This is an optimization exercise on Yosys and OpenROAD, whose aim is small area, a short achievable clock period and few clock cycles per item, not a production implementation. Only simulation tests tie the RTL to the original design; equivalence was not proved. Power figures rest on the tool's default switching activity, not on a simulated workload.

<file path="design/flow/run.sh">
#!/bin/bash
# synth_recipe.tcl (not shown) runs the flow's synth.tcl, then flattens the netlist and writes it again
# the make line also repeats each setting of config.mk as NAME=value (left out here)
make -C /OpenROAD-flow-scripts/flow DESIGN_CONFIG=/design/flow/config.mk WORK_HOME=/design/flow/orfs CLKGATE_MAP_FILE= SYNTH_SCRIPT=/design/flow/synth_recipe.tcl finish
</file>
<file path="design/flow/config.mk">
export PLATFORM = sky130hd
export DESIGN_NAME = lbm_dsp
export DESIGN_NICKNAME = lbm_dsp
export VERILOG_FILES = /design/flow/design.v
export SDC_FILE = /design/flow/constraint.sdc
export NUM_CORES = 4
export LEC_CHECK = 0
export ABC_AREA = 1
export CAP_MARGIN = 20
export CORE_MARGIN = 2
export CORE_UTILIZATION = 40
export SLEW_MARGIN = 20
</file>
<file path="design/flow/constraint.sdc">
create_clock -name core_clock -period 70.0 [get_ports {clk}]
set_input_delay 14.0000 -clock core_clock [delete_from_list [all_inputs] [get_ports {clk}]]
set_output_delay 14.0000 -clock core_clock [all_outputs]
set_load 0.01 [all_outputs]
</file>
<file path="design/flow/design.v">
module lbm_trad_table (
    input  wire [7:0] raw,
    input  wire       mode,
    output reg  [6:0] target
);
    always @(*) begin
        case ({mode, raw})
            9'd0: target = 7'd0;
            9'd1: target = 7'd0;
            9'd2: target = 7'd0;
            9'd3: target = 7'd0;
            9'd4: target = 7'd0;
            9'd5: target = 7'd0;
            9'd6: target = 7'd0;
            9'd7: target = 7'd0;
            9'd8: target = 7'd0;
            9'd9: target = 7'd0;
            9'd10: target = 7'd0;
            9'd11: target = 7'd0;
            9'd12: target = 7'd0;
            9'd13: target = 7'd0;
            9'd14: target = 7'd0;
            9'd15: target = 7'd0;
            9'd16: target = 7'd0;
            9'd17: target = 7'd0;
            9'd18: target = 7'd0;
            9'd19: target = 7'd1;
            9'd20: target = 7'd1;
            9'd21: target = 7'd1;
            9'd22: target = 7'd1;
            9'd23: target = 7'd1;
            9'd24: target = 7'd1;
            9'd25: target = 7'd1;
            9'd26: target = 7'd1;
            9'd27: target = 7'd1;
            9'd28: target = 7'd1;
            9'd29: target = 7'd1;
            9'd30: target = 7'd2;
            9'd31: target = 7'd2;
            9'd32: target = 7'd2;
            9'd33: target = 7'd2;
            9'd34: target = 7'd2;
            9'd35: target = 7'd2;
            9'd36: target = 7'd2;
            9'd37: target = 7'd2;
            9'd38: target = 7'd2;
            9'd39: target = 7'd2;
            9'd40: target = 7'd2;
            9'd41: target = 7'd3;
            9'd42: target = 7'd3;
            9'd43: target = 7'd3;
            9'd44: target = 7'd3;
            9'd45: target = 7'd3;
            9'd46: target = 7'd3;
            9'd47: target = 7'd3;
            9'd48: target = 7'd3;
            9'd49: target = 7'd3;
            9'd50: target = 7'd4;
            9'd51: target = 7'd4;
            9'd52: target = 7'd4;
            9'd53: target = 7'd4;
            9'd54: target = 7'd4;
            9'd55: target = 7'd4;
            9'd56: target = 7'd4;
            9'd57: target = 7'd4;
            9'd58: target = 7'd5;
            9'd59: target = 7'd5;
            9'd60: target = 7'd5;
            9'd61: target = 7'd5;
            9'd62: target = 7'd5;
            9'd63: target = 7'd5;
            9'd64: target = 7'd5;
            9'd65: target = 7'd5;
            9'd66: target = 7'd6;
            9'd67: target = 7'd6;
            9'd68: target = 7'd6;
            9'd69: target = 7'd6;
            9'd70: target = 7'd6;
            9'd71: target = 7'd6;
            9'd72: target = 7'd6;
            9'd73: target = 7'd7;
            9'd74: target = 7'd7;
            9'd75: target = 7'd7;
            9'd76: target = 7'd7;
            9'd77: target = 7'd7;
            9'd78: target = 7'd7;
            9'd79: target = 7'd7;
            9'd80: target = 7'd8;
            9'd81: target = 7'd8;
            9'd82: target = 7'd8;
            9'd83: target = 7'd8;
            9'd84: target = 7'd8;
            9'd85: target = 7'd8;
            9'd86: target = 7'd8;
            9'd87: target = 7'd9;
            9'd88: target = 7'd9;
            9'd89: target = 7'd9;
            9'd90: target = 7'd9;
            9'd91: target = 7'd9;
            9'd92: target = 7'd9;
            9'd93: target = 7'd10;
            9'd94: target = 7'd10;
            9'd95: target = 7'd10;
            9'd96: target = 7'd10;
            9'd97: target = 7'd10;
            9'd98: target = 7'd11;
            9'd99: target = 7'd11;
            9'd100: target = 7'd11;
            9'd101: target = 7'd11;
            9'd102: target = 7'd11;
            9'd103: target = 7'd12;
            9'd104: target = 7'd12;
            9'd105: target = 7'd12;
            9'd106: target = 7'd12;
            9'd107: target = 7'd12;
            9'd108: target = 7'd13;
            9'd109: target = 7'd13;
            9'd110: target = 7'd14;
            9'd111: target = 7'd17;
            9'd112: target = 7'd19;
            9'd113: target = 7'd21;
            9'd114: target = 7'd24;
            9'd115: target = 7'd27;
            9'd116: target = 7'd29;
            9'd117: target = 7'd32;
            9'd118: target = 7'd34;
            9'd119: target = 7'd37;
            9'd120: target = 7'd40;
            9'd121: target = 7'd43;
            9'd122: target = 7'd45;
            9'd123: target = 7'd64;
            9'd124: target = 7'd64;
            9'd125: target = 7'd64;
            9'd126: target = 7'd64;
            9'd127: target = 7'd64;
            9'd128: target = 7'd64;
            9'd129: target = 7'd64;
            9'd130: target = 7'd64;
            9'd131: target = 7'd64;
            9'd132: target = 7'd64;
            9'd133: target = 7'd64;
            9'd134: target = 7'd64;
            9'd135: target = 7'd64;
            9'd136: target = 7'd64;
            9'd137: target = 7'd64;
            9'd138: target = 7'd64;
            9'd139: target = 7'd64;
            9'd140: target = 7'd64;
            9'd141: target = 7'd64;
            9'd142: target = 7'd64;
            9'd143: target = 7'd64;
            9'd144: target = 7'd64;
            9'd145: target = 7'd64;
            9'd146: target = 7'd64;
            9'd147: target = 7'd64;
            9'd148: target = 7'd64;
            9'd149: target = 7'd64;
            9'd150: target = 7'd64;
            9'd151: target = 7'd64;
            9'd152: target = 7'd64;
            9'd153: target = 7'd64;
            9'd154: target = 7'd64;
            9'd155: target = 7'd64;
            9'd156: target = 7'd64;
            9'd157: target = 7'd64;
            9'd158: target = 7'd64;
            9'd159: target = 7'd64;
            9'd160: target = 7'd64;
            9'd161: target = 7'd64;
            9'd162: target = 7'd64;
            9'd163: target = 7'd64;
            9'd164: target = 7'd64;
            9'd165: target = 7'd64;
            9'd166: target = 7'd64;
            9'd167: target = 7'd64;
            9'd168: target = 7'd64;
            9'd169: target = 7'd64;
            9'd170: target = 7'd64;
            9'd171: target = 7'd64;
            9'd172: target = 7'd64;
            9'd173: target = 7'd64;
            9'd174: target = 7'd64;
            9'd175: target = 7'd64;
            9'd176: target = 7'd64;
            9'd177: target = 7'd64;
            9'd178: target = 7'd64;
            9'd179: target = 7'd64;
            9'd180: target = 7'd64;
            9'd181: target = 7'd64;
            9'd182: target = 7'd64;
            9'd183: target = 7'd64;
            9'd184: target = 7'd64;
            9'd185: target = 7'd64;
            9'd186: target = 7'd64;
            9'd187: target = 7'd64;
            9'd188: target = 7'd64;
            9'd189: target = 7'd64;
            9'd190: target = 7'd64;
            9'd191: target = 7'd64;
            9'd192: target = 7'd64;
            9'd193: target = 7'd64;
            9'd194: target = 7'd64;
            9'd195: target = 7'd64;
            9'd196: target = 7'd64;
            9'd197: target = 7'd64;
            9'd198: target = 7'd64;
            9'd199: target = 7'd64;
            9'd200: target = 7'd64;
            9'd201: target = 7'd64;
            9'd202: target = 7'd64;
            9'd203: target = 7'd64;
            9'd204: target = 7'd64;
            9'd205: target = 7'd64;
            9'd206: target = 7'd64;
            9'd207: target = 7'd64;
            9'd208: target = 7'd64;
            9'd209: target = 7'd64;
            9'd210: target = 7'd64;
            9'd211: target = 7'd64;
            9'd212: target = 7'd64;
            9'd213: target = 7'd64;
            9'd214: target = 7'd64;
            9'd215: target = 7'd64;
            9'd216: target = 7'd64;
            9'd217: target = 7'd64;
            9'd218: target = 7'd64;
            9'd219: target = 7'd64;
            9'd220: target = 7'd64;
            9'd221: target = 7'd64;
            9'd222: target = 7'd64;
            9'd223: target = 7'd64;
            9'd224: target = 7'd64;
            9'd225: target = 7'd0;
            9'd226: target = 7'd0;
            9'd227: target = 7'd0;
            9'd228: target = 7'd0;
            9'd229: target = 7'd0;
            9'd230: target = 7'd0;
            9'd231: target = 7'd0;
            9'd232: target = 7'd0;
            9'd233: target = 7'd0;
            9'd234: target = 7'd0;
            9'd235: target = 7'd0;
            9'd236: target = 7'd0;
            9'd237: target = 7'd0;
            9'd238: target = 7'd0;
            9'd239: target = 7'd0;
            9'd240: target = 7'd0;
            9'd241: target = 7'd0;
            9'd242: target = 7'd0;
            9'd243: target = 7'd0;
            9'd244: target = 7'd0;
            9'd245: target = 7'd0;
            9'd246: target = 7'd0;
            9'd247: target = 7'd0;
            9'd248: target = 7'd0;
            9'd249: target = 7'd0;
            9'd250: target = 7'd0;
            9'd251: target = 7'd0;
            9'd252: target = 7'd0;
            9'd253: target = 7'd0;
            9'd254: target = 7'd0;
            9'd255: target = 7'd0;
            9'd256: target = 7'd0;
            9'd257: target = 7'd0;
            9'd258: target = 7'd0;
            9'd259: target = 7'd0;
            9'd260: target = 7'd0;
            9'd261: target = 7'd0;
            9'd262: target = 7'd0;
            9'd263: target = 7'd0;
            9'd264: target = 7'd0;
            9'd265: target = 7'd0;
            9'd266: target = 7'd1;
            9'd267: target = 7'd1;
            9'd268: target = 7'd1;
            9'd269: target = 7'd1;
            9'd270: target = 7'd1;
            9'd271: target = 7'd1;
            9'd272: target = 7'd1;
            9'd273: target = 7'd1;
            9'd274: target = 7'd1;
            9'd275: target = 7'd1;
            9'd276: target = 7'd1;
            9'd277: target = 7'd1;
            9'd278: target = 7'd1;
            9'd279: target = 7'd1;
            9'd280: target = 7'd1;
            9'd281: target = 7'd1;
            9'd282: target = 7'd1;
            9'd283: target = 7'd2;
            9'd284: target = 7'd2;
            9'd285: target = 7'd2;
            9'd286: target = 7'd2;
            9'd287: target = 7'd2;
            9'd288: target = 7'd2;
            9'd289: target = 7'd2;
            9'd290: target = 7'd2;
            9'd291: target = 7'd2;
            9'd292: target = 7'd2;
            9'd293: target = 7'd2;
            9'd294: target = 7'd2;
            9'd295: target = 7'd2;
            9'd296: target = 7'd2;
            9'd297: target = 7'd2;
            9'd298: target = 7'd2;
            9'd299: target = 7'd3;
            9'd300: target = 7'd3;
            9'd301: target = 7'd3;
            9'd302: target = 7'd3;
            9'd303: target = 7'd3;
            9'd304: target = 7'd3;
            9'd305: target = 7'd3;
            9'd306: target = 7'd3;
            9'd307: target = 7'd3;
            9'd308: target = 7'd3;
            9'd309: target = 7'd3;
            9'd310: target = 7'd3;
            9'd311: target = 7'd3;
            9'd312: target = 7'd3;
            9'd313: target = 7'd3;
            9'd314: target = 7'd3;
            9'd315: target = 7'd4;
            9'd316: target = 7'd4;
            9'd317: target = 7'd4;
            9'd318: target = 7'd4;
            9'd319: target = 7'd4;
            9'd320: target = 7'd4;
            9'd321: target = 7'd4;
            9'd322: target = 7'd4;
            9'd323: target = 7'd4;
            9'd324: target = 7'd4;
            9'd325: target = 7'd4;
            9'd326: target = 7'd4;
            9'd327: target = 7'd4;
            9'd328: target = 7'd4;
            9'd329: target = 7'd5;
            9'd330: target = 7'd5;
            9'd331: target = 7'd5;
            9'd332: target = 7'd5;
            9'd333: target = 7'd5;
            9'd334: target = 7'd5;
            9'd335: target = 7'd5;
            9'd336: target = 7'd5;
            9'd337: target = 7'd5;
            9'd338: target = 7'd5;
            9'd339: target = 7'd5;
            9'd340: target = 7'd5;
            9'd341: target = 7'd5;
            9'd342: target = 7'd6;
            9'd343: target = 7'd6;
            9'd344: target = 7'd6;
            9'd345: target = 7'd6;
            9'd346: target = 7'd6;
            9'd347: target = 7'd6;
            9'd348: target = 7'd6;
            9'd349: target = 7'd6;
            9'd350: target = 7'd6;
            9'd351: target = 7'd6;
            9'd352: target = 7'd6;
            9'd353: target = 7'd7;
            9'd354: target = 7'd7;
            9'd355: target = 7'd7;
            9'd356: target = 7'd7;
            9'd357: target = 7'd7;
            9'd358: target = 7'd7;
            9'd359: target = 7'd7;
            9'd360: target = 7'd7;
            9'd361: target = 7'd7;
            9'd362: target = 7'd7;
            9'd363: target = 7'd7;
            9'd364: target = 7'd8;
            9'd365: target = 7'd8;
            9'd366: target = 7'd8;
            9'd367: target = 7'd8;
            9'd368: target = 7'd8;
            9'd369: target = 7'd8;
            9'd370: target = 7'd8;
            9'd371: target = 7'd8;
            9'd372: target = 7'd9;
            9'd373: target = 7'd9;
            9'd374: target = 7'd9;
            9'd375: target = 7'd9;
            9'd376: target = 7'd9;
            9'd377: target = 7'd9;
            9'd378: target = 7'd9;
            9'd379: target = 7'd9;
            9'd380: target = 7'd10;
            9'd381: target = 7'd10;
            9'd382: target = 7'd10;
            9'd383: target = 7'd10;
            9'd384: target = 7'd10;
            9'd385: target = 7'd11;
            9'd386: target = 7'd11;
            9'd387: target = 7'd11;
            9'd388: target = 7'd11;
            9'd389: target = 7'd12;
            9'd390: target = 7'd12;
            9'd391: target = 7'd12;
            9'd392: target = 7'd12;
            9'd393: target = 7'd12;
            9'd394: target = 7'd12;
            9'd395: target = 7'd12;
            9'd396: target = 7'd12;
            9'd397: target = 7'd12;
            9'd398: target = 7'd12;
            9'd399: target = 7'd12;
            9'd400: target = 7'd12;
            9'd401: target = 7'd12;
            9'd402: target = 7'd12;
            9'd403: target = 7'd12;
            9'd404: target = 7'd12;
            9'd405: target = 7'd12;
            9'd406: target = 7'd12;
            9'd407: target = 7'd12;
            9'd408: target = 7'd12;
            9'd409: target = 7'd12;
            9'd410: target = 7'd12;
            9'd411: target = 7'd12;
            9'd412: target = 7'd12;
            9'd413: target = 7'd12;
            9'd414: target = 7'd12;
            9'd415: target = 7'd12;
            9'd416: target = 7'd12;
            9'd417: target = 7'd12;
            9'd418: target = 7'd12;
            9'd419: target = 7'd12;
            9'd420: target = 7'd12;
            9'd421: target = 7'd12;
            9'd422: target = 7'd12;
            9'd423: target = 7'd12;
            9'd424: target = 7'd12;
            9'd425: target = 7'd12;
            9'd426: target = 7'd12;
            9'd427: target = 7'd12;
            9'd428: target = 7'd12;
            9'd429: target = 7'd12;
            9'd430: target = 7'd12;
            9'd431: target = 7'd12;
            9'd432: target = 7'd12;
            9'd433: target = 7'd12;
            9'd434: target = 7'd12;
            9'd435: target = 7'd12;
            9'd436: target = 7'd12;
            9'd437: target = 7'd12;
            9'd438: target = 7'd12;
            9'd439: target = 7'd12;
            9'd440: target = 7'd12;
            9'd441: target = 7'd12;
            9'd442: target = 7'd12;
            9'd443: target = 7'd12;
            9'd444: target = 7'd12;
            9'd445: target = 7'd12;
            9'd446: target = 7'd12;
            9'd447: target = 7'd12;
            9'd448: target = 7'd12;
            9'd449: target = 7'd12;
            9'd450: target = 7'd12;
            9'd451: target = 7'd12;
            9'd452: target = 7'd12;
            9'd453: target = 7'd12;
            9'd454: target = 7'd12;
            9'd455: target = 7'd12;
            9'd456: target = 7'd12;
            9'd457: target = 7'd12;
            9'd458: target = 7'd12;
            9'd459: target = 7'd12;
            9'd460: target = 7'd12;
            9'd461: target = 7'd12;
            9'd462: target = 7'd12;
            9'd463: target = 7'd12;
            9'd464: target = 7'd12;
            9'd465: target = 7'd12;
            9'd466: target = 7'd12;
            9'd467: target = 7'd12;
            9'd468: target = 7'd12;
            9'd469: target = 7'd12;
            9'd470: target = 7'd12;
            9'd471: target = 7'd12;
            9'd472: target = 7'd12;
            9'd473: target = 7'd12;
            9'd474: target = 7'd12;
            9'd475: target = 7'd12;
            9'd476: target = 7'd12;
            9'd477: target = 7'd12;
            9'd478: target = 7'd12;
            9'd479: target = 7'd12;
            9'd480: target = 7'd12;
            9'd481: target = 7'd0;
            9'd482: target = 7'd0;
            9'd483: target = 7'd0;
            9'd484: target = 7'd0;
            9'd485: target = 7'd0;
            9'd486: target = 7'd0;
            9'd487: target = 7'd0;
            9'd488: target = 7'd0;
            9'd489: target = 7'd0;
            9'd490: target = 7'd0;
            9'd491: target = 7'd0;
            9'd492: target = 7'd0;
            9'd493: target = 7'd0;
            9'd494: target = 7'd0;
            9'd495: target = 7'd0;
            9'd496: target = 7'd0;
            9'd497: target = 7'd0;
            9'd498: target = 7'd0;
            9'd499: target = 7'd0;
            9'd500: target = 7'd0;
            9'd501: target = 7'd0;
            9'd502: target = 7'd0;
            9'd503: target = 7'd0;
            9'd504: target = 7'd0;
            9'd505: target = 7'd0;
            9'd506: target = 7'd0;
            9'd507: target = 7'd0;
            9'd508: target = 7'd0;
            9'd509: target = 7'd0;
            9'd510: target = 7'd0;
            9'd511: target = 7'd0;
            default: target = 7'd0;
        endcase
    end
endmodule
module lbm_log_table (
    input  wire [6:0] idx,
    output reg  [7:0] r,
    output reg  [5:0] g
);
    always @(*) begin
        case (idx)
            7'd0: begin r = 8'd0; g = 6'd0; end
            7'd1: begin r = 8'd0; g = 6'd0; end
            7'd2: begin r = 8'd0; g = 6'd0; end
            7'd3: begin r = 8'd0; g = 6'd0; end
            7'd4: begin r = 8'd0; g = 6'd0; end
            7'd5: begin r = 8'd0; g = 6'd0; end
            7'd6: begin r = 8'd0; g = 6'd0; end
            7'd7: begin r = 8'd0; g = 6'd0; end
            7'd8: begin r = 8'd0; g = 6'd0; end
            7'd9: begin r = 8'd0; g = 6'd0; end
            7'd10: begin r = 8'd0; g = 6'd0; end
            7'd11: begin r = 8'd0; g = 6'd0; end
            7'd12: begin r = 8'd0; g = 6'd0; end
            7'd13: begin r = 8'd0; g = 6'd0; end
            7'd14: begin r = 8'd0; g = 6'd0; end
            7'd15: begin r = 8'd0; g = 6'd0; end
            7'd16: begin r = 8'd0; g = 6'd0; end
            7'd17: begin r = 8'd0; g = 6'd0; end
            7'd18: begin r = 8'd0; g = 6'd0; end
            7'd19: begin r = 8'd0; g = 6'd0; end
            7'd20: begin r = 8'd0; g = 6'd0; end
            7'd21: begin r = 8'd0; g = 6'd0; end
            7'd22: begin r = 8'd0; g = 6'd1; end
            7'd23: begin r = 8'd0; g = 6'd1; end
            7'd24: begin r = 8'd0; g = 6'd1; end
            7'd25: begin r = 8'd0; g = 6'd1; end
            7'd26: begin r = 8'd0; g = 6'd1; end
            7'd27: begin r = 8'd0; g = 6'd1; end
            7'd28: begin r = 8'd0; g = 6'd1; end
            7'd29: begin r = 8'd0; g = 6'd1; end
            7'd30: begin r = 8'd0; g = 6'd1; end
            7'd31: begin r = 8'd0; g = 6'd1; end
            7'd32: begin r = 8'd0; g = 6'd1; end
            7'd33: begin r = 8'd0; g = 6'd1; end
            7'd34: begin r = 8'd0; g = 6'd1; end
            7'd35: begin r = 8'd0; g = 6'd1; end
            7'd36: begin r = 8'd0; g = 6'd1; end
            7'd37: begin r = 8'd0; g = 6'd1; end
            7'd38: begin r = 8'd0; g = 6'd1; end
            7'd39: begin r = 8'd0; g = 6'd1; end
            7'd40: begin r = 8'd0; g = 6'd1; end
            7'd41: begin r = 8'd0; g = 6'd1; end
            7'd42: begin r = 8'd0; g = 6'd2; end
            7'd43: begin r = 8'd0; g = 6'd2; end
            7'd44: begin r = 8'd0; g = 6'd2; end
            7'd45: begin r = 8'd0; g = 6'd2; end
            7'd46: begin r = 8'd0; g = 6'd2; end
            7'd47: begin r = 8'd0; g = 6'd2; end
            7'd48: begin r = 8'd0; g = 6'd2; end
            7'd49: begin r = 8'd0; g = 6'd2; end
            7'd50: begin r = 8'd0; g = 6'd2; end
            7'd51: begin r = 8'd0; g = 6'd2; end
            7'd52: begin r = 8'd0; g = 6'd2; end
            7'd53: begin r = 8'd0; g = 6'd2; end
            7'd54: begin r = 8'd0; g = 6'd3; end
            7'd55: begin r = 8'd0; g = 6'd3; end
            7'd56: begin r = 8'd0; g = 6'd3; end
            7'd57: begin r = 8'd0; g = 6'd3; end
            7'd58: begin r = 8'd0; g = 6'd3; end
            7'd59: begin r = 8'd0; g = 6'd3; end
            7'd60: begin r = 8'd0; g = 6'd3; end
            7'd61: begin r = 8'd0; g = 6'd3; end
            7'd62: begin r = 8'd0; g = 6'd4; end
            7'd63: begin r = 8'd0; g = 6'd4; end
            7'd64: begin r = 8'd0; g = 6'd4; end
            7'd65: begin r = 8'd0; g = 6'd4; end
            7'd66: begin r = 8'd0; g = 6'd4; end
            7'd67: begin r = 8'd0; g = 6'd5; end
            7'd68: begin r = 8'd0; g = 6'd5; end
            7'd69: begin r = 8'd0; g = 6'd5; end
            7'd70: begin r = 8'd0; g = 6'd5; end
            7'd71: begin r = 8'd0; g = 6'd5; end
            7'd72: begin r = 8'd0; g = 6'd6; end
            7'd73: begin r = 8'd0; g = 6'd6; end
            7'd74: begin r = 8'd0; g = 6'd6; end
            7'd75: begin r = 8'd0; g = 6'd6; end
            7'd76: begin r = 8'd0; g = 6'd6; end
            7'd77: begin r = 8'd0; g = 6'd7; end
            7'd78: begin r = 8'd0; g = 6'd7; end
            7'd79: begin r = 8'd0; g = 6'd7; end
            7'd80: begin r = 8'd0; g = 6'd7; end
            7'd81: begin r = 8'd0; g = 6'd8; end
            7'd82: begin r = 8'd0; g = 6'd8; end
            7'd83: begin r = 8'd0; g = 6'd8; end
            7'd84: begin r = 8'd0; g = 6'd9; end
            7'd85: begin r = 8'd0; g = 6'd9; end
            7'd86: begin r = 8'd0; g = 6'd10; end
            7'd87: begin r = 8'd0; g = 6'd10; end
            7'd88: begin r = 8'd0; g = 6'd10; end
            7'd89: begin r = 8'd0; g = 6'd11; end
            7'd90: begin r = 8'd0; g = 6'd11; end
            7'd91: begin r = 8'd0; g = 6'd11; end
            7'd92: begin r = 8'd0; g = 6'd12; end
            7'd93: begin r = 8'd0; g = 6'd12; end
            7'd94: begin r = 8'd0; g = 6'd13; end
            7'd95: begin r = 8'd0; g = 6'd13; end
            7'd96: begin r = 8'd0; g = 6'd14; end
            7'd97: begin r = 8'd0; g = 6'd14; end
            7'd98: begin r = 8'd0; g = 6'd15; end
            7'd99: begin r = 8'd0; g = 6'd15; end
            7'd100: begin r = 8'd0; g = 6'd16; end
            7'd101: begin r = 8'd0; g = 6'd17; end
            7'd102: begin r = 8'd0; g = 6'd17; end
            7'd103: begin r = 8'd0; g = 6'd18; end
            7'd104: begin r = 8'd0; g = 6'd19; end
            7'd105: begin r = 8'd0; g = 6'd19; end
            7'd106: begin r = 8'd0; g = 6'd20; end
            7'd107: begin r = 8'd0; g = 6'd21; end
            7'd108: begin r = 8'd0; g = 6'd22; end
            7'd109: begin r = 8'd0; g = 6'd22; end
            7'd110: begin r = 8'd0; g = 6'd23; end
            7'd111: begin r = 8'd0; g = 6'd24; end
            7'd112: begin r = 8'd0; g = 6'd25; end
            7'd113: begin r = 8'd0; g = 6'd26; end
            7'd114: begin r = 8'd0; g = 6'd27; end
            7'd115: begin r = 8'd0; g = 6'd28; end
            7'd116: begin r = 8'd0; g = 6'd29; end
            7'd117: begin r = 8'd0; g = 6'd30; end
            7'd118: begin r = 8'd0; g = 6'd31; end
            7'd119: begin r = 8'd0; g = 6'd33; end
            7'd120: begin r = 8'd9; g = 6'd34; end
            7'd121: begin r = 8'd20; g = 6'd35; end
            7'd122: begin r = 8'd33; g = 6'd37; end
            7'd123: begin r = 8'd46; g = 6'd39; end
            7'd124: begin r = 8'd125; g = 6'd0; end
            7'd125: begin r = 8'd165; g = 6'd0; end
            7'd126: begin r = 8'd210; g = 6'd0; end
            7'd127: begin r = 8'd255; g = 6'd0; end
            default: begin r = 8'd0; g = 6'd0; end
        endcase
    end
endmodule
module lbm_curve (
    input  wire [7:0] raw,
    input  wire       mode,
    output wire [6:0] target
);
    lbm_trad_table u_tab (.raw(raw), .mode(mode), .target(target));
endmodule
module lbm_peak (
    input  wire [159:0] audio,      
    output wire [7:0]   pkey        
);
    wire [7:0] k [0:19];
    genvar j, b;
    generate
        for (j = 0; j < 20; j = j + 1) begin : g_key
            assign k[j] = {audio[8*j +: 7] ^ {7{~audio[8*j+7]}}, ~audio[8*j+7]};
        end
    endgenerate
    wire [19:0] alive [0:8];
    assign alive[8] = 20'hFFFFF;
    generate
        for (b = 7; b >= 0; b = b - 1) begin : g_bit
            wire [19:0] hit;
            for (j = 0; j < 20; j = j + 1) begin : g_j
                assign hit[j] = alive[b+1][j] & k[j][b];
            end
            assign pkey[b]  = |hit;
            assign alive[b] = pkey[b] ? hit : alive[b+1];
        end
    endgenerate
endmodule
module lbm_vu_color (
    input  wire [6:0] idx,
    output wire [7:0] r,
    output wire [5:0] g
);
    lbm_log_table u_tab (.idx(idx), .r(r), .g(g));
endmodule
module lbm_dsp (
    input  wire         clk,
    input  wire         rst,
    input  wire         in_valid,
    output wire         in_ready,
    input  wire [1:0]   in_op,        
    input  wire         in_mode,      
    input  wire [7:0]   in_raw,       
    input  wire [159:0] in_audio,     
    output reg          out_valid,
    output reg  [6:0]   out_target,
    output wire [15:0]  out_vu,
    output wire [7:0]   out_r,
    output wire [7:0]   out_g,
    output wire [7:0]   out_b
);
    localparam OP_TARGET = 2'd0;
    localparam OP_VUSAMP = 2'd1;
    localparam OP_VUMAX  = 2'd2;
    assign in_ready = 1'b1;
    reg         c_valid;
    reg [1:0]   c_op;
    reg         c_mode;
    reg [7:0]   c_raw;
    reg [159:0] c_audio;
    always @(posedge clk) begin
        c_valid <= in_valid & ~rst;
        c_op    <= in_op;
        c_mode  <= in_mode;
        c_raw   <= in_raw;
        c_audio <= in_audio;
    end
    reg [15:0] vu_state;
    reg [7:0]  win0, win1, win2;    
    reg [7:0]  col_r;
    reg [5:0]  col_g;
    wire [6:0] target;
    lbm_curve u_curve (.raw(c_raw), .mode(c_mode), .target(target));
    wire [7:0] pkey;
    lbm_peak u_peak (.audio(c_audio), .pkey(pkey));
    wire [7:0] m01  = (pkey > win0) ? pkey : win0;
    wire [7:0] m23  = (win1 > win2) ? win1 : win2;
    wire [7:0] skey = (m01 > m23) ? m01 : m23;
    wire [7:0] sig  = {1'b0, skey[7:1]} + {7'd0, skey[0]};    
    wire [15:0] decay  = vu_state + {4'hF, ~vu_state[15:4]} + {15'd0, ~|vu_state[3:0]};
    wire        attack = ({sig, 8'd0} >= vu_state);
    wire        dzero  = (decay[15:8] == 8'd0);
    wire samp = c_valid & (c_op == OP_VUSAMP);
    wire vmax = c_valid & (c_op == OP_VUMAX);
    wire [8:0] didx = {1'b0, decay[15:8]} + {8'd0, decay[7]};
    reg  [6:0] idx;
    always @(*) begin
        if (vmax)
            idx = 7'd127;
        else if (attack)
            idx = sig[7] ? 7'd127 : sig[6:0];
        else if (dzero)
            idx = 7'd0;
        else
            idx = (didx[8] | didx[7]) ? 7'd127 : didx[6:0];
    end
    wire [7:0] nr;
    wire [5:0] ng;
    lbm_vu_color u_color (.idx(idx), .r(nr), .g(ng));
    always @(posedge clk) begin
        if (rst) begin
            vu_state <= 16'd0;
            win0 <= 8'd0; win1 <= 8'd0; win2 <= 8'd0;
            col_r <= 8'd0;
            col_g <= 6'd0;
            out_valid <= 1'b0;
        end else begin
            out_valid <= c_valid;
            if (samp) begin
                vu_state <= attack ? {sig, 8'd0} : dzero ? 16'd0 : decay;
                win0 <= pkey; win1 <= win0; win2 <= win1;
            end else if (vmax) begin
                vu_state <= 16'hFFFF;
            end
            if (samp | vmax) begin
                col_r <= nr;
                col_g <= ng;
            end
        end
        out_target <= (c_op == OP_TARGET) ? target : 7'd0;
    end
    assign out_vu = vu_state;
    assign out_r  = col_r;
    assign out_g  = {2'd0, col_g};
    assign out_b  = 8'd0;
endmodule
</file>
==> run_results.csv, run 1 <==
group,metric,value,unit
floorplan,fp-row-count,67,
synthesis,ys_top_cells_by_count,"nand2_1 (514), dfxtp_1 (234), inv_1 (173)",
detailed_routing,post_drt_via_cell_ratio,4.95,
worst_hold_path,holdCritPathClass,"reg2reg",
timing,finalCritPeriodShare,22.5,%
critical_path,slowest_delay,850,ps
detailed_routing,dr.pass1.iters,8,
finish,drive_above_1_share,6.65,%
critical_path,timing.rr.end,"col_g[0]",
power,swShare,46.2,%
critical_path,r2r_setup_slack,54280,ps
critical_path,cp_slowest_cell,"o31ai_1",
timing,tns,0,ps
clock_network,clock-sinks,234,
critical_path,critical_path_class,"reg2reg",
clock_network,post_cts_buffers,0,
synthesis,ys_warn_count,4,
power,pwr-share-seq,23.1,%
synthesis,synth-seq-cells,234,
global_route,grt_use_total,22.2,%
floorplan,floorplan.initialDensity,40.4,%
clock_network,numCtsBuffers,26,
detailed_routing,ant_nets,0,
finish,fill_cells,3367,
power,power.internal,349,uW
power,power_frac_clock,23.5,%
timing,maxClockFrequency,0.0636,GHz
synthesis,synthFlopType,"dfxtp_1",
finish,fin_cells,2512,
timing,rsz0062_at_grt,"false",
power,ir_worst_vdd,0.0236,mV
finish,nets,2281,
placed_design,placed_cells,2461,
critical_path,endpoint,"col_g[0]",
clock_network,cts_tree,"done",
timing,finalHoldViolCount,0,
global_route,grt_antenna_before_repair,3,
critical_path,crit_path_end_kind,"flop",
power,power,648,uW
critical_path,start_kind,"flop",
critical_path,worst_path_most_repeated_cell,"nand2_1",
placed_design,io_buffer_count,211,
synthesis,avgSynthCellArea,7.21,um^2
synthesis,async_reset_ff_share,0,%
global_route,grt_pass1_vias,12200,
floorplan,fp.dieArea,35100,um^2
critical_path,cp.arrival,16190,ps
floorplan,ios,223,
synthesis,yosysTopAreaCell,"dfxtp_1",
synthesis,syn_area,13400,um^2
finish,final_util,50.0,%
finish,fin_area,16600,um^2
critical_path,path_max_fanout,21,
detailed_routing,routed_wl,39400,um
floorplan,core_area,33300,um^2
timing,fin_crit,15720,ps
global_route,gr-total-overflow,0,
clock_network,insertion_delay,560,ps
synthesis,synth_edf_count,0,
timing,relSlewSlack,28.7,%
clock_network,clock_path_buffers,3,
clock_network,cts-resized-gates,0,
detailed_routing,drcViolationCount,0,
floorplan,die_x,187,um
timing,setup_viol,0,
run,drv_cap,0,
timing,drv_slew,0,
critical_path,crit_required,70470,ps
power,power_switching,299,uW
timing,final.setup_skew,26.1,ps
clock_network,root_buffer,"clkbuf_16",
synthesis,seq_area_frac_synth,34.9,%
power,powerDensity,39.0,nW/um^2
placed_design,gp_congestion,0.915,
critical_path,worstRegToRegCells,92,
synthesis,ys_top_cells_by_area,"dfxtp_1 (35%), nand2_1 (14%), xnor2_1 (7.5%)",
floorplan,die_h,187,um
detailed_routing,drt_iter0_markers,949,
timing,worst_pin_slew,1060,ps
synthesis,synthDistinctLibCells,51,
power,p_leak,7.82,nW
placed_design,dp_hpwl,31300,um
clock_network,cts_hold_buf,0,
global_route,grt_pass1_wl,63000,um
clock_network,cts_htree_levels,1,
synthesis,synthCells,1864,
run_status,outcome,"timing/DRC/antenna clean",
power,pwr-share-comb,53.4,%
critical_path,cp-startpoint,"c_audio[63]",
finish,synthToLayoutAreaGrowth,23.8,%
global_route,grt_max_degree,40,
placed_design,postPlaceCellArea,15700,um^2
critical_path,r2r-start,"c_audio[63]",
synthesis,yosysMostFrequentCell,"nand2_1",
clock_network,path_clk_slew,60,ps
detailed_routing,drt-wirelength-per-cell,15.7,um
synthesis,synth.top_cell.area_share,34.9,%
detailed_routing,num_vias,12400,
-- flip-flops by register name, indices dropped and copies added, names as in the netlist --
signal,flops
win0,8
c_op,2
out_target,7
win2,8
col_g,6
c_mode,1
col_r,8
vu_state,16
c_audio,160
win1,8
out_valid,1
c_raw,8
c_valid,1
-- layer usage --
metal | global-route usage [%] | wire length (um) | vias up
met4 | 7.30 | 1150 | 0
met5 | 0 | 0 | -
met1 | 28.4 | 17600 | 5638
met3 | 3.04 | 2340 | 67
met2 | 38.5 | 18300 | 397
li1 | - | - | 6342
-- worst min-delay path by stage --
stage	startpoint	endpoint	cells past startpoint	slack (ps)
6_report	col_r[2]	col_r[2]	2	460
5_1_grt	col_r[0]	col_r[0]	2	500
4_1_cts	col_r[2]	col_r[2]	2	470
3_5_place_dp	col_r[2]	col_r[2]	2	460
3_3_place_gp	col_r[3]	col_r[3]	2	450
2_1_floorplan	c_valid	out_valid	2	430
-- per-stage QoR --
step / worst slack, ps / hold WS [ps]
after floorplan: 55220 / 430
after global placement: 54170 / 454
after detailed placement: 54140 / 459
after CTS: 54140 / 469
after global routing: 52390 / 496
final: 54280 / 463
-- worst max-delay path, delay by kind of cell (launching register included) --
family | cells | cell delay (ps)
AO/OA/AOI/OAI | 5 | 1980
XOR/XNOR | 1 | 130
adder cells (fa/ha/maj) | 6 | 1400
buffers and inverters | 11 | 1870
flip-flops | 1 | 700
AND/OR/NAND/NOR | 69 | 9530
-- power groups by stage --
| stage | clock network (mW) | logic [mW] | registers [mW] |
|---|---|---|---|
| 2_1_floorplan | 0 | 0.263 | 0.150 |
| 3_5_place_dp | 0 | 0.341 | 0.153 |
| 5_1_grt | 0.161 | 0.394 | 0.151 |
| 6_report | 0.152 | 0.346 | 0.150 |
| 4_1_cts | 0.156 | 0.343 | 0.150 |
| 3_3_place_gp | 0 | 0.340 | 0.153 |
-- final cells by class --
class                   count  area [um^2]  area share (%)
flip-flops and latches    234         4680            28.2
clock buffers              27          664            3.99
diodes                      4         10.0          0.0602
well taps                 448          561            3.37
multi-input cells        1362         7520            45.2
clock inverters            20          293            1.76
repair buffers            217         2160            13.0
inverters                 200          756            4.54
-- cells by family after synthesis --
| logic type | share of synthesized area, % |
|---|---|
| DFF | 34.9 |
| adders and majority gates | 6.26 |
| buffers and inverters | 9.56 |
| xor gates and xnor gates | 9.32 |
| other | 0.0559 |
| AOI/OAI and AO/OA | 10.8 |
| and+or+nand+nor | 29.1 |
-- layout by cell type (no fill, tap or decap), drive strengths merged, types with 2 or more instances in the layout --
cell type      count
o21a               2
buf                6
o211a              2
clkdlybuf4s50    211
a21oi             82
clkbuf            27
diode              4
xor2              28
dfxtp            234
ha                64
o221ai             3
a211oi             2
nor3              12
nand2            529
nand4             19
nor2             137
fa                 2
inv              199
nand3            162
o21ai            123
o211ai            10
nor4               5
xnor2            115
a221oi             4
o31ai              7
clkinvlp           5
clkinv            10
o21bai            10
or2                3
nand3b            12
conb              11
bufinv             6
a31oi              9
o22ai              2
Testbench counts, summed over its fixed seeds: cycles 16,016, items 16,000.
==> inputs of run 2 (changes only) <==
--- a/design/flow/design.v
+++ b/design/flow/design.v
@@ -730,27 +730,35 @@
         c_raw   <= in_raw;
         c_audio <= in_audio;
     end
-    reg [15:0] vu_state;
-    reg [7:0]  win0, win1, win2;    
-    reg [7:0]  col_r;
-    reg [5:0]  col_g;
     wire [6:0] target;
     lbm_curve u_curve (.raw(c_raw), .mode(c_mode), .target(target));
     wire [7:0] pkey;
     lbm_peak u_peak (.audio(c_audio), .pkey(pkey));
-    wire [7:0] m01  = (pkey > win0) ? pkey : win0;
+    reg       d_samp, d_vmax, d_valid;
+    reg [7:0] d_pkey;
+    reg [6:0] d_target;
+    always @(posedge clk) begin
+        d_valid  <= c_valid & ~rst;
+        d_samp   <= c_valid & ~rst & (c_op == OP_VUSAMP);
+        d_vmax   <= c_valid & ~rst & (c_op == OP_VUMAX);
+        d_pkey   <= pkey;
+        d_target <= (c_op == OP_TARGET) ? target : 7'd0;
+    end
+    reg [15:0] vu_state;
+    reg [7:0]  win0, win1, win2;    
+    reg [7:0]  col_r;
+    reg [5:0]  col_g;
+    wire [7:0] m01  = (d_pkey > win0) ? d_pkey : win0;
     wire [7:0] m23  = (win1 > win2) ? win1 : win2;
     wire [7:0] skey = (m01 > m23) ? m01 : m23;
     wire [7:0] sig  = {1'b0, skey[7:1]} + {7'd0, skey[0]};    
     wire [15:0] decay  = vu_state + {4'hF, ~vu_state[15:4]} + {15'd0, ~|vu_state[3:0]};
     wire        attack = ({sig, 8'd0} >= vu_state);
     wire        dzero  = (decay[15:8] == 8'd0);
-    wire samp = c_valid & (c_op == OP_VUSAMP);
-    wire vmax = c_valid & (c_op == OP_VUMAX);
     wire [8:0] didx = {1'b0, decay[15:8]} + {8'd0, decay[7]};
     reg  [6:0] idx;
     always @(*) begin
-        if (vmax)
+        if (d_vmax)
             idx = 7'd127;
         else if (attack)
             idx = sig[7] ? 7'd127 : sig[6:0];
@@ -770,19 +778,19 @@
             col_g <= 6'd0;
             out_valid <= 1'b0;
         end else begin
-            out_valid <= c_valid;
-            if (samp) begin
+            out_valid <= d_valid;
+            if (d_samp) begin
                 vu_state <= attack ? {sig, 8'd0} : dzero ? 16'd0 : decay;
-                win0 <= pkey; win1 <= win0; win2 <= win1;
-            end else if (vmax) begin
+                win0 <= d_pkey; win1 <= win0; win2 <= win1;
+            end else if (d_vmax) begin
                 vu_state <= 16'hFFFF;
             end
-            if (samp | vmax) begin
+            if (d_samp | d_vmax) begin
                 col_r <= nr;
                 col_g <= ng;
             end
         end
-        out_target <= (c_op == OP_TARGET) ? target : 7'd0;
+        out_target <= d_target;
     end
     assign out_vu = vu_state;
     assign out_r  = col_r;
==> run 2 against run 1 <==
Compared with the run above: largest power group unchanged; clock skew decreased by 16 ps; synthesized area increased by 2.4%; highest routed layer unchanged; fmax up 0.92%; first-iteration DRC count down 19%; still clean on timing, DRC and antenna; global-route usage fell by 0.78 points; largest cell class unchanged.
==> run_results.csv, run 2 <==
group,metric,value,unit
timing,fin_crit,15580,ps
timing,relSlewSlack,36.4,%
clock_network,cts-resized-gates,0,
critical_path,timing.rr.end,"col_g[2]",
detailed_routing,post_drt_via_cell_ratio,4.87,
floorplan,fp-row-count,67,
critical_path,cp_top_family,"buffers and inverters",
global_route,grt_use_total,21.4,%
floorplan,ios,223,
clock_network,cts_tree,"done",
critical_path,worstRegToRegCells,42,
critical_path,worstPathCellList,"clkdlybuf4s50_1",
clock_network,numCtsBuffers,28,
run,drv_cap,0,
critical_path,cp_slowest_cell,"clkdlybuf4s50_1",
detailed_routing,num_vias,12300,
synthesis,ys_top_cells_by_area,"dfxtp_1 (37%), nand2_1 (13%), xnor2_1 (7.4%)",
clock_network,cts_htree_levels,1,
finish,nets,2287,
floorplan,core_area,33700,um^2
synthesis,syn_area,13800,um^2
synthesis,ys_warn_count,4,
synthesis,synth_edf_count,0,
clock_network,cts_hold_buf,0,
timing,finalCritPeriodShare,22.3,%
synthesis,synthCells,1866,
clock_network,insertion_delay,550,ps
critical_path,crit_required,56000,ps
worst_hold_path,hold_path_depth,0,
global_route,gr-total-overflow,0,
floorplan,floorplan.initialDensity,40.9,%
detailed_routing,routed_wl,39300,um
global_route,grt_pass1_wl,61200,um
critical_path,path_max_fanout,6,
power,powerDensity,34.2,nW/um^2
finish,drive_above_1_share,6.86,%
run_status,outcome,"timing/DRC/antenna clean",
synthesis,synthDistinctLibCells,53,
finish,layout_commonest_cell,"nand2_1",
finish,fill_cells,3382,
synthesis,yosysMostFrequentCell,"nand2_1",
timing,rsz0062_at_grt,"false",
timing,setup_viol,0,
placed_design,gp_congestion,0.895,
critical_path,slowest_delay,580,ps
floorplan,die_h,190,um
synthesis,seq_area_frac_synth,36.6,%
floorplan,die_x,190,um
critical_path,cp_num_buf_inv,1,
synthesis,ys_top_cells_by_count,"nand2_1 (489), dfxtp_1 (252), inv_1 (190)",
placed_design,io_buffer_count,211,
detailed_routing,drcViolationCount,0,
finish,largest_register_ff_count,160,
floorplan,fp.dieArea,35900,um^2
timing,maxClockFrequency,0.0642,GHz
placed_design,placed_cells,2466,
finish,layout_common_cells,"nand2_1 (489), dfxtp_1 (252), clkdlybuf4s50_1 (211)",
clock_network,post_cts_buffers,0,
synthesis,avgSynthCellArea,7.38,um^2
critical_path,start_kind,"flop",
synthesis,synth-seq-cells,252,
worst_hold_path,holdCritPathClass,"reg2reg",
finish,synthToLayoutAreaGrowth,23.8,%
detailed_routing,drt_iter0_markers,767,
timing,final.setup_skew,10.3,ps
critical_path,cp.arrival,1580,ps
clock_network,root_buffer,"clkbuf_16",
clock_network,clock-sinks,252,
synthesis,synth.top_cell.area_share,36.6,%
synthesis,async_reset_ff_share,0,%
timing,finalHoldViolCount,0,
synthesis,yosysTopAreaCell,"dfxtp_1",
finish,fin_cells,2523,
critical_path,r2r-start,"win0[7]",
clock_network,clock_path_buffers,3,
timing,drv_slew,0,
global_route,grt_antenna_before_repair,5,
placed_design,dp_hpwl,31400,um
finish,largest-register,"c_audio",
power,p_leak,7.96,nW
worst_hold_path,hp-start,"d_target[4]",
critical_path,crit_path_end_kind,"output port",
global_route,grt_max_degree,43,
worst_hold_path,min_to,"out_target[4]",
detailed_routing,dr.pass1.iters,5,
clock_network,path_clk_slew,60,ps
power,ir_worst_vdd,0.0226,mV
critical_path,critical_path_class,"reg2out",
global_route,grt_pass1_vias,11800,
timing,worst_pin_slew,952,ps
synthesis,synthFlopType,"dfxtp_1",
critical_path,r2r_setup_slack,61660,ps
finish,top_regs,"c_audio: 160 flops, vu_state: 16 flops",
detailed_routing,ant_nets,0,
timing,tns,0,ps
detailed_routing,drt-wirelength-per-cell,15.6,um
run 2: kinds of logic (layout without fill, tap and decap cells):
logic type               Yosys count  after routing  share of synthesized area [%]
buffers and inverters            287            482                           9.66
other                              2             16                         0.0545
AND/OR/NAND/NOR                  831            831                           26.6
AO/OA/AOI/OAI                    284            284                           11.7
adder cells (fa/ha/maj)           65             65                           6.02
XOR/XNOR                         145            145                           9.33
flip-flops                       252            252                           36.6
run 2: how the worst max path moves through the flow:
stage,startpoint,cells past startpoint,endpoint
final,vu_state[12],1,out_vu[12]
after global placement,rst,4,col_g[0]
after floorplan,rst,5,vu_state[15]
after CTS,vu_state[2],1,out_vu[2]
after detailed placement,rst,4,col_g[0]
after global routing,vu_state[2],1,out_vu[2]
run 2: per-layer routing:
layer  vias to the layer above  part of all wire [%]  track usage, %  wire (um)
met5                         -                     0               0          0
met4                         0                   3.2            7.42       1270
met3                        70                   4.6            2.59       1810
met2                       341                    48            37.1      18700
met1                      5567                    45            27.5      17500
li1                       6312                     -               -          -
run 2: area by class of cell:
| type | instances | area, um^2 | area share (%) |
|---|---|---|---|
| Antenna cell | 5 | 12.5 | 0.0734 |
| Tap cell | 448 | 561 | 3.29 |
| Timing Repair Buffer | 216 | 2150 | 12.6 |
| Inverter | 214 | 808 | 4.74 |
| Clock buffer | 37 | 816 | 4.79 |
| Multi-Input combinational cell | 1336 | 7430 | 43.6 |
| Clock inverter | 15 | 221 | 1.30 |
| Sequential cell | 252 | 5040 | 29.6 |
run 2: where the power goes:
part / internal [mW] / switching, mW / total, mW / leakage [nW]
Sequential: 0.152 / 0.00748 / 0.159 / 2.10
Combinational: 0.0867 / 0.174 / 0.260 / 5.35
Clock: 0.101 / 0.0623 / 0.163 / 0.512
Total: 0.339 / 0.243 / 0.583 / 7.96
run 2: per-stage QoR:
step                      instance area [um^2]  utilization, %  hold WS, ps  power (mW)  setup WS (ps)
after floorplan                          13800               -          310       0.355          55190
after global placement                   16000            47.5          313       0.418          53660
after detailed placement                 16000            47.5          314       0.418          54040
after CTS                                17000            50.5          327       0.583          54390
after global routing                     17000            50.6          330       0.624          54370
final                                    17000            50.6          325       0.583          54420
Testbench counts of run 2, summed over its fixed seeds: cycles 16,024, items 16,000.
==> inputs of run 3 (changes only) <==
==> design/flow/flow/run.sh (new file) <==
#!/bin/bash
# The standard layout, with two changes to how it is built:
#  - port buffers are sky130_fd_sc_hd__buf_1 (buffer_ports -buffer_cell)
#    instead of the cell buffer_ports picks by itself;
#  - clock tree synthesis adds no dummy loads.
# Every tool's output goes to the ORFS logs under orfs/logs; make's own
# output goes to standard.log here.
set -euo pipefail
export BUFFER_PORTS_ARGS="-buffer_cell sky130_fd_sc_hd__buf_1"
export CTS_ARGS="-sink_clustering_enable -repair_clock_nets -dont_use_dummy_load"
bash standard.sh finish > standard.log 2>&1
==> design/flow/standard.sh (new file) <==
#!/bin/bash
# synth_recipe.tcl (not shown) runs the flow's synth.tcl, then flattens the netlist and writes it again
# the make line also repeats each setting of config.mk as NAME=value (left out here)
make -C /OpenROAD-flow-scripts/flow DESIGN_CONFIG=/design/flow/config.mk WORK_HOME=/design/flow/orfs CLKGATE_MAP_FILE= SYNTH_SCRIPT=/design/flow/synth_recipe.tcl "${@:-finish}"
removed: design/flow/run.sh
==> run 3 against run 2 <==
Compared with the run above: register-to-register slack gained 120 ps; synthesized area is the same; clock skew grew 5.6 ps; sequential share of layout area grew 3.3 points.
==> run_results.csv, run 3 <==
group,metric,value,unit
synthesis,yosysMostFrequentCell,"nand2_1",
synthesis,synth-seq-cells,252,
finish,fill_cells,3505,
timing,finalHoldViolCount,0,
power,p_leak,7.21,nW
timing,rsz0062_at_grt,"false",
worst_hold_path,hp-start,"d_target[1]",
critical_path,crit_required,56000,ps
detailed_routing,dr.pass1.iters,5,
global_route,grt_pass1_wl,58900,um
power,pwr-share-seq,30.3,%
finish,layout_common_cells,"nand2_1 (489), dfxtp_1 (252), buf_1 (211)",
synthesis,async_reset_ff_share,0,%
finish,drive_above_1_share,5.73,%
floorplan,die_h,190,um
synthesis,avgSynthCellArea,7.38,um^2
timing,worst_pin_slew,995,ps
power,ir_worst_vdd,0.0180,mV
detailed_routing,routed_wl,37500,um
placed_design,gp_congestion,0.907,
power,pwr-share-comb,47.1,%
critical_path,crit_path_end_kind,"output port",
critical_path,cp_num_buf_inv,1,
worst_hold_path,hold_path_depth,0,
timing,relSlewSlack,33.2,%
synthesis,synth_edf_count,0,
synthesis,ys_top_cells_by_area,"dfxtp_1 (37%), nand2_1 (13%), xnor2_1 (7.4%)",
timing,final.setup_skew,15.9,ps
synthesis,seq_area_frac_synth,36.6,%
power,power.internal,298,uW
run,drv_cap,0,
floorplan,ios,223,
finish,layout_commonest_cell,"nand2_1",
clock_network,numCtsBuffers,27,
synthesis,synth.top_cell.area_share,36.6,%
worst_hold_path,min_to,"out_target[1]",
detailed_routing,num_vias,12200,
critical_path,cp_top_family,"flip-flops",
critical_path,worstRegToRegCells,43,
clock_network,cts_htree_levels,1,
critical_path,crit_cells,1,
critical_path,worstPathCellList,"buf_1",
critical_path,slowest_delay,400,ps
floorplan,core_area,33700,um^2
finish,synthToLayoutAreaGrowth,11.4,%
finish,top_regs,"c_audio: 160 flops, vu_state: 16 flops",
synthesis,yosysTopAreaCell,"dfxtp_1",
floorplan,fp.dieArea,35900,um^2
floorplan,fp-row-count,67,
global_route,gr-total-overflow,0,
global_route,grt_max_degree,43,
detailed_routing,post_drt_via_cell_ratio,4.88,
clock_network,cts_hold_buf,0,
detailed_routing,drt-wirelength-per-cell,15.0,um
clock_network,insertion_delay,530,ps
worst_hold_path,holdCritPathClass,"reg2reg",
clock_network,clock_path_buffers,3,
critical_path,timing.rr.end,"col_g[2]",
clock_network,cts-resized-gates,0,
floorplan,die_x,190,um
power,swShare,43.4,%
timing,fin_crit,15150,ps
clock_network,clock-sinks,252,
power,power_switching,229,uW
synthesis,syn_area,13800,um^2
synthesis,synthDistinctLibCells,53,
finish,nets,2284,
global_route,grt_antenna_before_repair,1,
detailed_routing,ant_nets,0,
placed_design,io_buffer_count,211,
finish,largest_register_ff_count,160,
detailed_routing,drt_iter0_markers,727,
power,power,527,uW
critical_path,start_kind,"flop",
synthesis,synthFlopType,"dfxtp_1",
global_route,grt_pass1_vias,11700,
timing,holdWs,324,ps
critical_path,critical_path_class,"reg2out",
timing,setup_viol,0,
clock_network,path_clk_slew,60,ps
clock_network,cts_tree,"done",
run_status,outcome,"timing/DRC/antenna clean",
critical_path,path_max_fanout,4,
finish,largest-register,"c_audio",
power,powerDensity,34.3,nW/um^2
synthesis,synthCells,1866,
timing,drv_slew,0,
detailed_routing,drcViolationCount,0,
critical_path,r2r-start,"win0[7]",
power,power_frac_clock,22.6,%
timing,maxClockFrequency,0.0660,GHz
timing,finalCritPeriodShare,21.6,%
global_route,grt_use_total,20.4,%
floorplan,floorplan.initialDensity,40.9,%
clock_network,post_cts_buffers,0,
synthesis,ys_top_cells_by_count,"nand2_1 (489), dfxtp_1 (252), inv_1 (190)",
clock_network,root_buffer,"clkbuf_16",
synthesis,ys_warn_count,4,
critical_path,r2r_setup_slack,61780,ps
critical_path,cp_slowest_cell,"dfxtp_1",
placed_design,dp_hpwl,29700,um
critical_path,cp.arrival,1150,ps
timing,tns,0,ps
[run 3: power by group through the flow]
stage / sequential [mW] / clock, mW / combinational [mW]
after CTS: 0.160 / 0.122 / 0.246
after detailed placement: 0.163 / 0 / 0.244
after global routing: 0.161 / 0.128 / 0.280
after global placement: 0.163 / 0 / 0.246
final: 0.160 / 0.119 / 0.248
after floorplan: 0.159 / 0 / 0.195
[run 3: cell families after synthesis]
family,Yosys count,share of synthesized area (%)
and+or+nand+nor,831,26.6
buffers and inverters,287,9.66
AOI/OAI and AO/OA,284,11.7
DFF,252,36.6
xor gates and xnor gates,145,9.33
adders and majority gates,65,6.02
other,2,0.0545
[run 3: worst max path at each step]
stage                      from            to  slack (ps)
floorplan                   rst  vu_state[15]       55190
global placement            rst  vu_state[14]       54080
detailed placement          rst       win0[5]       54400
CTS                 vu_state[2]     out_vu[2]       54790
global route                rst       win0[2]       54730
finish              vu_state[2]     out_vu[2]       54850
[run 3: final cells by class]
class / instances / area, um^2 / area share (%)
repair buffers: 214 / 815 / 5.31
multi-input cells: 1336 / 7430 / 48.4
clock buffers: 27 / 676 / 4.41
well taps: 448 / 561 / 3.66
flip-flops and latches: 252 / 5040 / 32.9
inverters: 214 / 808 / 5.27
diodes: 1 / 2.50 / 0.0163
[run 3: routing by layer]
layer	share of wire [%]	vias to the layer above	wire length, um	GRT usage, %
li1	-	6286	-	-
met1	44	5428	16600	25.8
met2	47	354	17800	35.7
met3	4.9	86	1830	2.54
met4	3.3	0	1230	7.07
met5	0	-	0	0
[run 3: stage by stage]
step,cells,worst slack (ps),instance area (um^2),util [%]
floorplan,1875,55190,13800,-
global placement,2464,54080,14700,43.5
detailed placement,2464,54400,14700,43.5
CTS,2491,54790,15300,45.5
global route,2492,54730,15300,45.5
finish,2492,54850,15300,45.5
==> inputs of run 4 (changes only) <==
--- a/design/flow/design.v
+++ b/design/flow/design.v
@@ -667,24 +667,33 @@
 );
     lbm_trad_table u_tab (.raw(raw), .mode(mode), .target(target));
 endmodule
-module lbm_peak (
+module lbm_pair (
     input  wire [159:0] audio,      
-    output wire [7:0]   pkey        
+    output wire [79:0]  pkeys       
 );
-    wire [7:0] k [0:19];
-    genvar j, b;
+    genvar j;
     generate
-        for (j = 0; j < 20; j = j + 1) begin : g_key
-            assign k[j] = {audio[8*j +: 7] ^ {7{~audio[8*j+7]}}, ~audio[8*j+7]};
+        for (j = 0; j < 10; j = j + 1) begin : g_pair
+            wire [7:0] s0 = audio[16*j +: 8];
+            wire [7:0] s1 = audio[16*j+8 +: 8];
+            wire [7:0] k0 = {s0[6:0] ^ {7{~s0[7]}}, ~s0[7]};
+            wire [7:0] k1 = {s1[6:0] ^ {7{~s1[7]}}, ~s1[7]};
+            assign pkeys[8*j +: 8] = (k0 > k1) ? k0 : k1;
         end
     endgenerate
-    wire [19:0] alive [0:8];
-    assign alive[8] = 20'hFFFFF;
+endmodule
+module lbm_peak (
+    input  wire [79:0] keys,
+    output wire [7:0]  pkey
+);
+    wire [9:0] alive [0:8];
+    assign alive[8] = 10'h3FF;
+    genvar j, b;
     generate
         for (b = 7; b >= 0; b = b - 1) begin : g_bit
-            wire [19:0] hit;
-            for (j = 0; j < 20; j = j + 1) begin : g_j
-                assign hit[j] = alive[b+1][j] & k[j][b];
+            wire [9:0] hit;
+            for (j = 0; j < 10; j = j + 1) begin : g_j
+                assign hit[j] = alive[b+1][j] & keys[8*j+b];
             end
             assign pkey[b]  = |hit;
             assign alive[b] = pkey[b] ? hit : alive[b+1];
@@ -722,18 +731,20 @@
     reg [1:0]   c_op;
     reg         c_mode;
     reg [7:0]   c_raw;
-    reg [159:0] c_audio;
+    reg [79:0]  c_pair;      
+    wire [79:0] pair;
+    lbm_pair u_pair (.audio(in_audio), .pkeys(pair));
     always @(posedge clk) begin
         c_valid <= in_valid & ~rst;
         c_op    <= in_op;
         c_mode  <= in_mode;
         c_raw   <= in_raw;
-        c_audio <= in_audio;
+        c_pair  <= pair;
     end
     wire [6:0] target;
     lbm_curve u_curve (.raw(c_raw), .mode(c_mode), .target(target));
     wire [7:0] pkey;
-    lbm_peak u_peak (.audio(c_audio), .pkey(pkey));
+    lbm_peak u_peak (.keys(c_pair), .pkey(pkey));
     reg       d_samp, d_vmax, d_valid;
     reg [7:0] d_pkey;
     reg [6:0] d_target;
==> run 4 against run 3 <==
Compared with the run above: via count rose by 1.5%; clock-buffer cell count fell by 10; final area fell by 6.6%; power rose by 28%; utilization fell by 0.25 points.
==> run_results.csv, run 4 <==
group,metric,value,unit
run_status,outcome,"timing/DRC/antenna clean",
global_route,grt_antenna_before_repair,1,
synthesis,avgSynthCellArea,7.14,um^2
global_route,grt_pass1_vias,11900,
finish,top_regs,"c_pair: 80 flops, vu_state: 16 flops",
detailed_routing,routed_wl,34100,um
timing,drv_slew,0,
synthesis,synthDistinctLibCells,50,
timing,finalHoldViolCount,0,
finish,antennaDiodeCount,0,
clock_network,clock_path_buffers,2,
critical_path,path_max_fanout,14,
worst_hold_path,holdCritPathClass,"reg2reg",
finish,final_util,45.3,%
critical_path,crit_path_end_kind,"flop",
timing,worst_pin_slew,1040,ps
clock_network,path_clk_slew,70,ps
finish,drive_above_1_share,2.74,%
clock_network,cts_tree,"done",
critical_path,crit_required,70290,ps
global_route,grt_pass1_wl,56600,um
power,ir_worst_vdd,0.0470,mV
timing,final.setup_skew,25.5,ps
power,pwr-share-seq,18.8,%
global_route,gr-total-overflow,0,
global_route,grt_use_total,20.6,%
synthesis,yosysMostFrequentCell,"nand2_1",
power,swShare,55.1,%
timing,maxClockFrequency,0.0637,GHz
clock_network,cts-resized-gates,0,
synthesis,synth_fa_ha_area_share,14.2,%
power,power_frac_clock,11.4,%
critical_path,cp.arrival,15990,ps
floorplan,fp.dieArea,33700,um^2
power,power_switching,371,uW
synthesis,ys_top_cells_by_area,"dfxtp_1 (27%), ha_1 (14%), nand2_1 (11%)",
synthesis,synthSimpleGateAreaFrac,22.1,%
placed_design,io_buffer_count,211,
floorplan,die_h,184,um
synthesis,synth_top_family_by_area,"simple AND/OR/NAND/NOR gates",
critical_path,r2r-start,"win0[7]",
synthesis,syn_area,12900,um^2
synthesis,ys_warn_count,4,
global_route,grt_max_degree,35,
clock_network,post_cts_buffers,0,
clock_network,cts_htree_levels,4,
power,p_leak,6.54,nW
power,powerDensity,47.1,nW/um^2
synthesis,ys_top_cells_by_count,"nand2_1 (390), o21ai_0 (193), inv_1 (182)",
timing,rsz0062_at_grt,"false",
clock_network,numCtsBuffers,17,
synthesis,synthCells,1807,
timing,fin_crit,15700,ps
synthesis,synth.top_cell.area_share,26.7,%
synthesis,synth_edf_count,0,
detailed_routing,drt-wirelength-per-cell,14.3,um
synthesis,seq_area_frac_synth,26.7,%
synthesis,synth_compound_area_share,17.6,%
finish,nets,2294,
worst_hold_path,hold_path_depth,0,
detailed_routing,drcViolationCount,0,
placed_design,postPlaceCellArea,13900,um^2
synthesis,synth-seq-cells,172,
power,power.internal,303,uW
synthesis,async_reset_ff_share,0,%
power,pwr-share-comb,69.7,%
detailed_routing,dr.pass1.iters,7,
timing,finalCritPeriodShare,22.4,%
critical_path,r2r_setup_slack,61010,ps
clock_network,cts_hold_buf,0,
synthesis,synth.area.mux_share,0,%
floorplan,core_area,31600,um^2
detailed_routing,drt_iter0_markers,753,
detailed_routing,post_drt_via_cell_ratio,5.20,
placed_design,gp_congestion,0.899,
worst_hold_path,min_to,"out_target[3]",
worst_hold_path,hp-start,"d_target[3]",
detailed_routing,num_vias,12300,
floorplan,die_x,184,um
critical_path,start_kind,"input port",
clock_network,clock-sinks,172,
finish,largest-register,"c_pair",
timing,setup_viol,0,
finish,fin_area,14300,um^2
floorplan,fp-row-count,65,
clock_network,insertion_delay,440,ps
placed_design,dp_hpwl,27000,um
critical_path,timing.rr.end,"col_g[0]",
finish,layout_commonest_cell,"nand2_1",
timing,tns,0,ps
run,drv_cap,0,
finish,synthToLayoutAreaGrowth,11.0,%
detailed_routing,ant_nets,0,
critical_path,worstRegToRegCells,43,
finish,layout_common_cells,"nand2_1 (390), buf_1 (211), o21ai_0 (193)",
floorplan,floorplan.initialDensity,40.8,%
critical_path,critical_path_class,"in2reg",
floorplan,ios,223,
power,power,674,uW
timing,relSlewSlack,30.3,%
finish,largest_register_ff_count,80,
clock_network,root_buffer,"clkbuf_16",
synthesis,synth_xor_area_share,11.0,%
synthesis,yosysTopAreaCell,"dfxtp_1",
synthesis,synthFlopType,"dfxtp_1",
-- run 4: cell types whose count changed in the layout (fill, tap and decap cells not counted), moves of 34 or more --
cell     before  now
a21oi_1      92  126
nand3_1     113   63
nor2_1      136   99
ha_1         63  143
o21ai_0     109  193
xnor2_1     116   76
dfxtp_1     252  172
nand2_1     489  390
nand4_1      10   57
xor2_1       27   86
-- run 4: worst max path at each step --
stage / to / cells past startpoint / start / slack (ps)
after floorplan: c_pair[60] / 12 / in_audio[119] / 54160
after global placement: c_pair[57] / 11 / in_audio[119] / 53880
after detailed placement: c_pair[58] / 11 / in_audio[119] / 53870
after CTS: c_pair[58] / 11 / in_audio[119] / 54290
after global routing: c_pair[61] / 11 / in_audio[119] / 54010
final: c_pair[61] / 11 / in_audio[119] / 54300
-- run 4: cell families (layout without fill, tap and decap cells) --
kind of cell             Yosys count  in the layout
AO/OA/AOI/OAI                    407            407
XOR/XNOR                         162            162
adder cells (fa/ha/maj)          145            145
buffers and inverters            264            421
flip-flops                       172            172
other                              2             11
AND/OR/NAND/NOR                  655            655
-- run 4: power by group through the flow --
stage | Combinational (mW) | Clock (mW) | Sequential [mW]
after floorplan | 0.370 | 0 | 0.124
after global placement | 0.454 | 0 | 0.129
after detailed placement | 0.457 | 0 | 0.129
after CTS | 0.460 | 0.0789 | 0.127
after global routing | 0.531 | 0.0828 | 0.129
final | 0.470 | 0.0771 | 0.127
-- run 4: critical path: stages --
cell and delay [ps]:
buf_1 470, xnor2_1 190, ha_1 340, nand2_1 70, inv_1 40, a221oi_1 250, o221ai_1 140, nand2_1 110
inv_1 180, nand2_1 100, o21ai_0 90
-- run 4: routing by layer --
layer | up-vias | wire (um) | global-route usage, %
met5 | - | 9 | 0
met4 | 2 | 769 | 6.78
met3 | 56 | 1790 | 3.15
met2 | 367 | 15300 | 33.7
met1 | 5565 | 16200 | 27.6
li1 | 6351 | - | -
-- run 4: metrics by stage --
| step | std cells | setup slack (ps) | hold WS [ps] |
|---|---|---|---|
| 5_1_grt | 2375 | 54010 | 326 |
| 2_1_floorplan | 1816 | 54160 | 310 |
| 6_report | 2375 | 54300 | 323 |
| 4_1_cts | 2375 | 54290 | 325 |
| 3_5_place_dp | 2358 | 53870 | 314 |
| 3_3_place_gp | 2358 | 53880 | 310 |
-- run 4: cell type report --
| class | instances | area (um^2) |
|---|---|---|
| fillers | 3192 | 17300 |
| well taps | 402 | 503 |
| flip-flops and latches | 172 | 3440 |
| clock buffers | 17 | 425 |
| multi-input cells | 1380 | 8410 |
| inverters | 189 | 709 |
| repair buffers | 215 | 822 |
Testbench counts of run 4, summed over its fixed seeds: cycles 16,024, items 16,000.

what the ideal ports hide:
The flow's constraints put no driver on any port. The routed layouts listed below were extracted and timed again, unchanged, in two steps. Step 1 assumes that a clkbuf_16 drives the clock port and a buf_2 every other input. Step 2 moves the port delays by t, midway between the first and last clock arrival at a register: inputs arrive t later, outputs are due t later. That takes back most of the time a late clock gives input paths. Three values: no drivers, after step 1, after step 2; two values: the first two.
run | shift t [ns] | setup slack, ns | worst setup path after step 2 | clock arrival spread, ns | worst register clock-pin slew, ns
run 1 | 0.598 | 54.277 / 54.277 / 54.087 | input to register | 0.028 / 0.028 | 0.07 / 0.07
run 2 | 0.595 | 54.421 / 54.373 / 54.013 | input to register | 0.014 / 0.015 | 0.07 / 0.07
run 3 | 0.577 | 54.853 / 54.801 / 54.345 | input to register | 0.021 / 0.021 | 0.07 / 0.07
run 4 | 0.475 | 54.302 / 54.297 / 53.823 | input to register | 0.025 / 0.025 | 0.07 / 0.07
After both steps every run listed still meets setup and hold. For run 3, which loses most, drivers alone change the setup slack by -0.052 ns; drivers and shift together by -0.508 ns.
